What follows belongs to an exercise in optimizing a design on an open flow for small area and few clock cycles; a production flow would make more cautious choices. RTL that was checked went through simulation tests only; none was proved equivalent to the original.

amber:
==> flow/design.v <==
module ft_core #(
    parameter RX_CAP      = 64,    
    parameter TX_CAP      = 40,    
    parameter PID_CONTROL = 8'h00,
    parameter PID_DATA    = 8'h01
) (
    input  wire        clk,
    input  wire        rst,           
    input  wire [31:0] now_us,        
    input  wire        lrx_valid,
    input  wire [7:0]  lrx_data,
    output wire        lrx_ready,
    input  wire [7:0]  host_max,
    output wire        hrx_valid,
    output wire [7:0]  hrx_data,
    output wire        hrx_last,
    output wire        hrx_empty,
    output wire [31:0] hrx_ts,
    input  wire        hrx_ready,
    input  wire        hwr_valid,
    input  wire [7:0]  hwr_data,
    input  wire        hwr_last,
    input  wire        hwr_empty,
    output wire        hwr_ready,
    output wire        wr_done,
    output wire [1:0]  wr_status,
    output wire        ltx_valid,
    output wire [7:0]  ltx_data,
    input  wire        ltx_ready
);
    localparam [7:0] FLAG    = 8'h7E;
    localparam [7:0] ESC     = 8'h7D;
    localparam [7:0] ESC_XOR = 8'h20;
    localparam BSQ_MIN_INTERVAL_US = 10000;
    localparam TX_PAY = TX_CAP - 3;              
    localparam [1:0] ST_SEND = 2'd0, ST_BSQ = 2'd1, ST_HOLD = 2'd2, ST_BADPARAM = 2'd3;
    reg [5:0]  cap;
    reg        bsq_valid;
    reg [31:0] bsq_time;
    localparam [1:0] RX_OUTSIDE = 2'd0, RX_INSIDE = 2'd1, RX_ESCAPED = 2'd2;
    reg [1:0]  rx_state;
    reg [6:0]  rx_len;         
    reg        k_data;         
    reg        k_ctl;          
    reg [31:0] rx_ts;          
    reg [7:0]  rx_mem [0:63];  
    reg [6:0]  fb;             
    reg        q_v, q_empty;
    reg [31:0] q_ts;
    reg        dv, dv_empty;
    reg [5:0]  dv_end;
    reg [31:0] dv_ts;
    reg [6:0]  rd;             
    wire is_flag  = (lrx_data == FLAG);
    wire is_esc   = (lrx_data == ESC);
    wire app      = (rx_state == RX_ESCAPED) ||
                    (rx_state == RX_INSIDE && !is_flag && !is_esc);
    wire [7:0] app_byte = (rx_state == RX_ESCAPED) ? (lrx_data ^ ESC_XOR) : lrx_data;
    wire close    = (rx_state == RX_INSIDE) && is_flag && (rx_len != 0);
    wire fits     = (rx_len <= RX_CAP) && ({1'b0, rx_len} <= host_max);
    wire deliver  = close && fits && k_data;
    wire bsn      = close && fits && k_ctl && (rx_len == 3);
    wire store    = app && k_data && (rx_len != 0) && (rx_len < RX_CAP);
    wire [6:0] wa = fb + rx_len;
    wire dv_fin   = hrx_ready && hrx_last;
    wire q_move   = q_v && (!dv || dv_fin);
    wire full     = (wa[5:0] == rd[5:0]) && (wa[6] != rd[6]);
    assign lrx_ready = !((deliver && q_v && !q_move) || (store && full));
    wire rx_take = lrx_valid && lrx_ready && !rst;
    always @(posedge clk) begin
        if (rst) begin
            rx_state <= RX_OUTSIDE;
            rx_len   <= 0;
        end else if (rx_take) begin
            case (rx_state)
                RX_OUTSIDE: begin
                    if (is_flag) rx_state <= RX_INSIDE;
                end
                RX_INSIDE: begin
                    if (is_esc) begin
                        rx_state <= RX_ESCAPED;
                    end else if (is_flag) begin
                        if (rx_len != 0) begin
                            rx_state <= RX_OUTSIDE;
                            rx_len   <= 0;
                        end
                    end else if (rx_len != RX_CAP + 1) begin
                        rx_len <= rx_len + 1'b1;
                    end
                end
                default: begin
                    rx_state <= RX_INSIDE;
                    if (rx_len != RX_CAP + 1)
                        rx_len <= rx_len + 1'b1;
                end
            endcase
        end
    end
    always @(posedge clk) begin
        if (rx_take) begin
            if (is_flag && (rx_state == RX_OUTSIDE || (rx_state == RX_INSIDE && rx_len == 0)))
                rx_ts <= now_us;
            else if (app && rx_len != 0 && !k_data)
                rx_ts[15:0] <= {rx_ts[7:0], app_byte};
            if (app && rx_len == 0) begin
                k_data <= (app_byte == PID_DATA);
                k_ctl  <= (app_byte == PID_CONTROL);
            end
            if (store)
                rx_mem[wa[5:0]] <= app_byte;
        end
    end
    always @(posedge clk) begin
        if (rst) begin
            q_v <= 1'b0;
            dv  <= 1'b0;
            rd  <= 7'd0;
            fb  <= 7'h7F;
        end else begin
            if (dv && hrx_ready) begin
                if (!dv_empty) rd <= rd + 1'b1;
                if (hrx_last)  dv <= 1'b0;
            end
            if (q_move) begin
                dv       <= 1'b1;
                dv_empty <= q_empty;
                dv_ts    <= q_ts;
                dv_end   <= fb[5:0];
                q_v      <= 1'b0;
            end
            if (rx_take && deliver) begin
                q_v     <= 1'b1;
                q_empty <= (rx_len == 1);
                q_ts    <= rx_ts;
                fb      <= fb + rx_len - 1'b1;
            end
        end
    end
    assign hrx_valid = dv;
    assign hrx_data  = rx_mem[rd[5:0]];
    assign hrx_empty = dv_empty;
    assign hrx_last  = dv_empty || (rd[5:0] == dv_end);
    assign hrx_ts    = dv_ts;
    reg [7:0] tx_mem [0:TX_PAY-1];
    reg [5:0] wp, rp, base;      
    reg       wpp, rpp, basep;   
    reg [5:0] enc_len;           
    reg       ld_done;           
    reg       sa;                
    reg [1:0] sph;               
    reg       spid;              
    reg       sesc;              
    wire tx_full   = (wp == rp) && (wpp != rpp);
    assign hwr_ready = !ld_done && !(tx_full && enc_len < TX_CAP);
    wire wr_take    = hwr_valid && hwr_ready && !rst;
    wire wr_special = (hwr_data == FLAG) || (hwr_data == ESC);
    wire [7:0] tb_byte = tx_mem[rp];
    wire       tb_spec = (tb_byte == FLAG) || (tb_byte == ESC);
    wire       s_fin   = ltx_ready && (sph == 2'd3);
    localparam  EL_LO = 14;
    wire [EL_LO:0]   bw;
    wire [EL_LO-1:0] el_lo;
    assign bw[0] = 1'b0;
    genvar gi;
    generate for (gi = 0; gi < EL_LO; gi = gi + 1) begin : g_sub
        assign el_lo[gi] = now_us[gi] ^ bsq_time[gi] ^ bw[gi];
        assign bw[gi+1]  = (~now_us[gi] & bsq_time[gi]) | (~(now_us[gi] ^ bsq_time[gi]) & bw[gi]);
    end endgenerate
    wire [31-EL_LO:0] el_d = now_us[31:EL_LO] ^ bsq_time[31:EL_LO];
    wire [31-EL_LO:0] el_t;    
    assign el_t[0] = 1'b1;
    generate for (gi = 1; gi <= 31 - EL_LO; gi = gi + 1) begin : g_inc
        assign el_t[gi] = el_t[gi-1] & bsq_time[EL_LO+gi-1];
    end endgenerate
    wire el_hi_zero = bw[EL_LO] ? (el_d == el_t) : (el_d == 0);
    reg  bsq_due_r;
    always @(posedge clk)
        bsq_due_r <= !bsq_valid || !el_hi_zero || (el_lo >= BSQ_MIN_INTERVAL_US);
    wire        too_big  = enc_len > TX_CAP;
    wire        can_send = cap >= enc_len;
    wire        bsq_due  = bsq_due_r;
    assign wr_done   = ld_done && (!sa || s_fin);
    assign wr_status = too_big  ? ST_BADPARAM :
                       can_send ? ST_SEND :
                       bsq_due  ? ST_BSQ : ST_HOLD;
    wire [5:0] wp_inc = (wp == TX_PAY - 1) ? 6'd0 : wp + 1'b1;
    wire [5:0] rp_inc = (rp == TX_PAY - 1) ? 6'd0 : rp + 1'b1;
    always @(posedge clk) begin
        if (wr_take && !hwr_empty && enc_len < TX_CAP)
            tx_mem[wp] <= hwr_data;
    end
    always @(posedge clk) begin
        if (rst) begin
            wp <= 0; wpp <= 1'b0;
            rp <= 0; rpp <= 1'b0;
            base <= 0; basep <= 1'b0;
            enc_len <= 3;
            ld_done <= 1'b0;
            sa <= 1'b0;
            sph <= 0;
            sesc <= 1'b0;
        end else begin
            if (wr_take) begin
                if (!hwr_empty) begin
                    if (enc_len < TX_CAP) begin
                        wp <= wp_inc;
                        if (wp == TX_PAY - 1) wpp <= !wpp;
                    end
                    if (enc_len <= TX_CAP)
                        enc_len <= enc_len + (wr_special ? 6'd2 : 6'd1);
                end
                if (hwr_last)
                    ld_done <= 1'b1;
            end
            if (sa && ltx_ready) begin
                case (sph)
                    2'd0: sph <= 2'd1;
                    2'd1: sph <= (rp == base && rpp == basep) ? 2'd3 : 2'd2;
                    2'd2: begin
                        if (!sesc && tb_spec) begin
                            sesc <= 1'b1;
                        end else begin
                            sesc <= 1'b0;
                            rp   <= rp_inc;
                            if (rp == TX_PAY - 1) rpp <= !rpp;
                            if (rp_inc == base) sph <= 2'd3;
                        end
                    end
                    default: sa <= 1'b0;
                endcase
            end
            if (wr_done) begin
                ld_done <= 1'b0;
                enc_len <= 3;
                case (wr_status)
                    ST_SEND: begin
                        sa <= 1'b1; sph <= 2'd0; spid <= 1'b1;
                        base <= wp; basep <= wpp;
                    end
                    ST_BSQ: begin
                        sa <= 1'b1; sph <= 2'd0; spid <= 1'b0;
                        wp <= base; wpp <= basep;
                    end
                    default: begin
                        wp <= base; wpp <= basep;
                    end
                endcase
            end
        end
    end
    assign ltx_valid = sa;
    assign ltx_data  = (sph == 2'd1) ? {7'd0, spid} :
                       (sph == 2'd2) ? (sesc ? (tb_byte ^ ESC_XOR) : tb_spec ? ESC : tb_byte) :
                       FLAG;
    always @(posedge clk) begin
        if (rst) begin
            cap       <= 6'd0;
            bsq_valid <= 1'b0;
        end else begin
            if (wr_done && wr_status == ST_SEND)
                cap <= 6'd0;
            if (wr_done && wr_status == ST_BSQ) begin
                bsq_valid <= 1'b1;
                bsq_time  <= now_us;
            end
            if (rx_take && bsn)
                cap <= (rx_ts[7:0] != 0 || rx_ts[15:14] != 0) ? 6'd63 : rx_ts[13:8];
        end
    end
endmodule
==> flow/config.mk <==
export PLATFORM = sky130hd
export DESIGN_NAME = ft_core
export DESIGN_NICKNAME = ft_core
export VERILOG_FILES = /design/flow/design.v
export SDC_FILE = /design/flow/constraint.sdc
export NUM_CORES = 4
export LEC_CHECK = 0
export CAP_MARGIN = 20
export CORE_MARGIN = 2
export CORE_UTILIZATION = 55
export CTS_BUF_LIST = sky130_fd_sc_hd__clkbuf_16
export CTS_CLUSTER_DIAMETER = 80
export CTS_CLUSTER_SIZE = 30
export SLEW_MARGIN = 20
==> flow/constraint.sdc <==
create_clock -name core_clock -period 10.0 [get_ports {clk}]
set_input_delay 2.0000 -clock core_clock [delete_from_list [all_inputs] [get_ports {clk}]]
set_output_delay 2.0000 -clock core_clock [all_outputs]
set_load 0.01 [all_outputs]
run.sh (not shown) runs the stock make flow with config.mk's settings and CLKGATE_MAP_FILE= SYNTH_SCRIPT=/design/flow/synth_recipe.tcl, a recipe that flattens the netlist after the stock synthesis.
Testbench counts of amber, summed over its fixed seeds: cycles 119,235.
Setup changes, amber to cedar
-- flow/design.v --
<<< amber, line 158
    wire       tb_spec = (tb_byte == FLAG) || (tb_byte == ESC);
    wire       s_fin   = ltx_ready && (sph == 2'd3);
    localparam  EL_LO = 14;
    wire [EL_LO:0]   bw;
    wire [EL_LO-1:0] el_lo;
    assign bw[0] = 1'b0;
    genvar gi;
    generate for (gi = 0; gi < EL_LO; gi = gi + 1) begin : g_sub
        assign el_lo[gi] = now_us[gi] ^ bsq_time[gi] ^ bw[gi];
        assign bw[gi+1]  = (~now_us[gi] & bsq_time[gi]) | (~(now_us[gi] ^ bsq_time[gi]) & bw[gi]);
    end endgenerate
    wire [31-EL_LO:0] el_d = now_us[31:EL_LO] ^ bsq_time[31:EL_LO];
    wire [31-EL_LO:0] el_t;    
    assign el_t[0] = 1'b1;
    generate for (gi = 1; gi <= 31 - EL_LO; gi = gi + 1) begin : g_inc
        assign el_t[gi] = el_t[gi-1] & bsq_time[EL_LO+gi-1];
    end endgenerate
    wire el_hi_zero = bw[EL_LO] ? (el_d == el_t) : (el_d == 0);
    reg  bsq_due_r;
    always @(posedge clk)
        bsq_due_r <= !bsq_valid || !el_hi_zero || (el_lo >= BSQ_MIN_INTERVAL_US);
    wire        too_big  = enc_len > TX_CAP;
    wire        can_send = cap >= enc_len;
    wire        bsq_due  = bsq_due_r;
    assign wr_done   = ld_done && (!sa || s_fin);
    assign wr_status = too_big  ? ST_BADPARAM :
>>> cedar, line 158
    wire       tb_spec = (tb_byte == FLAG) || (tb_byte == ESC);
    wire       s_fin   = ltx_ready && (sph == 2'd3);
    wire [32:0] bw;
    wire [31:0] el;
    localparam  EL_LO = 18;    
    reg         el_b_r;        
    reg         el_lo_ge_r;    
    assign bw[0] = 1'b0;
    genvar gi;
    generate for (gi = 0; gi < 32; gi = gi + 1) begin : g_sub
        wire bin = (gi == EL_LO) ? el_b_r : bw[gi];
        assign el[gi]    = now_us[gi] ^ bsq_time[gi] ^ bin;
        assign bw[gi+1]  = (~now_us[gi] & bsq_time[gi]) | (~(now_us[gi] ^ bsq_time[gi]) & bin);
    end endgenerate
    always @(posedge clk) begin
        el_b_r     <= bw[EL_LO];
        el_lo_ge_r <= el[EL_LO-1:0] >= BSQ_MIN_INTERVAL_US;
    end
    wire        too_big  = enc_len > TX_CAP;
    wire        can_send = cap >= enc_len;
    wire        bsq_due  = !bsq_valid || el[31:EL_LO] != 0 || el_lo_ge_r;
    assign wr_done   = ld_done && (!sa || s_fin);
    assign wr_status = too_big  ? ST_BADPARAM :
### Flow results
- cedar: no failed stages, no open violations at the end
- cedar can be clocked slower than amber.
- In the tables for cedar and amber, final critical-path required period reads lower with amber.
- Flip-flop and latch count: cedar vs amber, no meaningful difference
- | area growth from synthesis to layout | lower: amber |
- Going from amber to cedar, first-pass GRT wire length shrank by a few percent.
- Diff amber..cedar | number of hold buffers added after CTS | negligible
- Compared with amber, cedar shows a clock-buffer cell count that is 1 higher.
- Post-synthesis compound-gate area fraction, cedar and amber: larger value in amber
- Looking only at delay of the slowest cell on the worst path, and setting everything else aside, the lower value of cedar and amber goes to cedar.
- Relative to amber, non-filler instance count after layout has gone down in cedar.
- In cedar the fraction of the cycle the final worst path needs turned out 24 points higher than in amber.
- In the metrics for cedar and amber, the one carrying the higher smallest setup slack after layout is amber.
- In the flow results for cedar and amber, the routed wire length is smaller on cedar.
For cedar, only the layout was checked, not whether the RTL still works.

## static timing again, ports no longer ideal
Ports are ideal in the flow. The routed layouts listed here were re-timed in OpenROAD.
Step 1 sets driving cells, clkbuf_16 on the clock port and buf_2 on the other inputs (assumed; they add their load-dependent delay and slew).
Step 2 times the ports against the registers' clock, not the clock port: input delays grow and output delays shrink by t, the midpoint of the rising clock arrivals with the driver on.
Three values: no drivers, after step 1, after step 2; two values: the first two.
run | t, ns | setup WS [ns] | worst hold slack (ns) | worst setup path at the end | slew at the worst register clock pin (ns)
amber | 0.688 | 2.630 / 2.670 / 1.982 | 0.415 / 0.415 / 0.415 | input to register | 0.12 / 0.12
cedar | 0.693 | 0.270 / 0.242 / 0.242 | 0.428 / 0.428 / 0.428 | input to output | 0.12 / 0.12
After both steps setup and hold are still met in every run listed. The setup slack of amber, which loses most, moves by +0.040 ns with the drivers and by -0.648 ns with both steps.
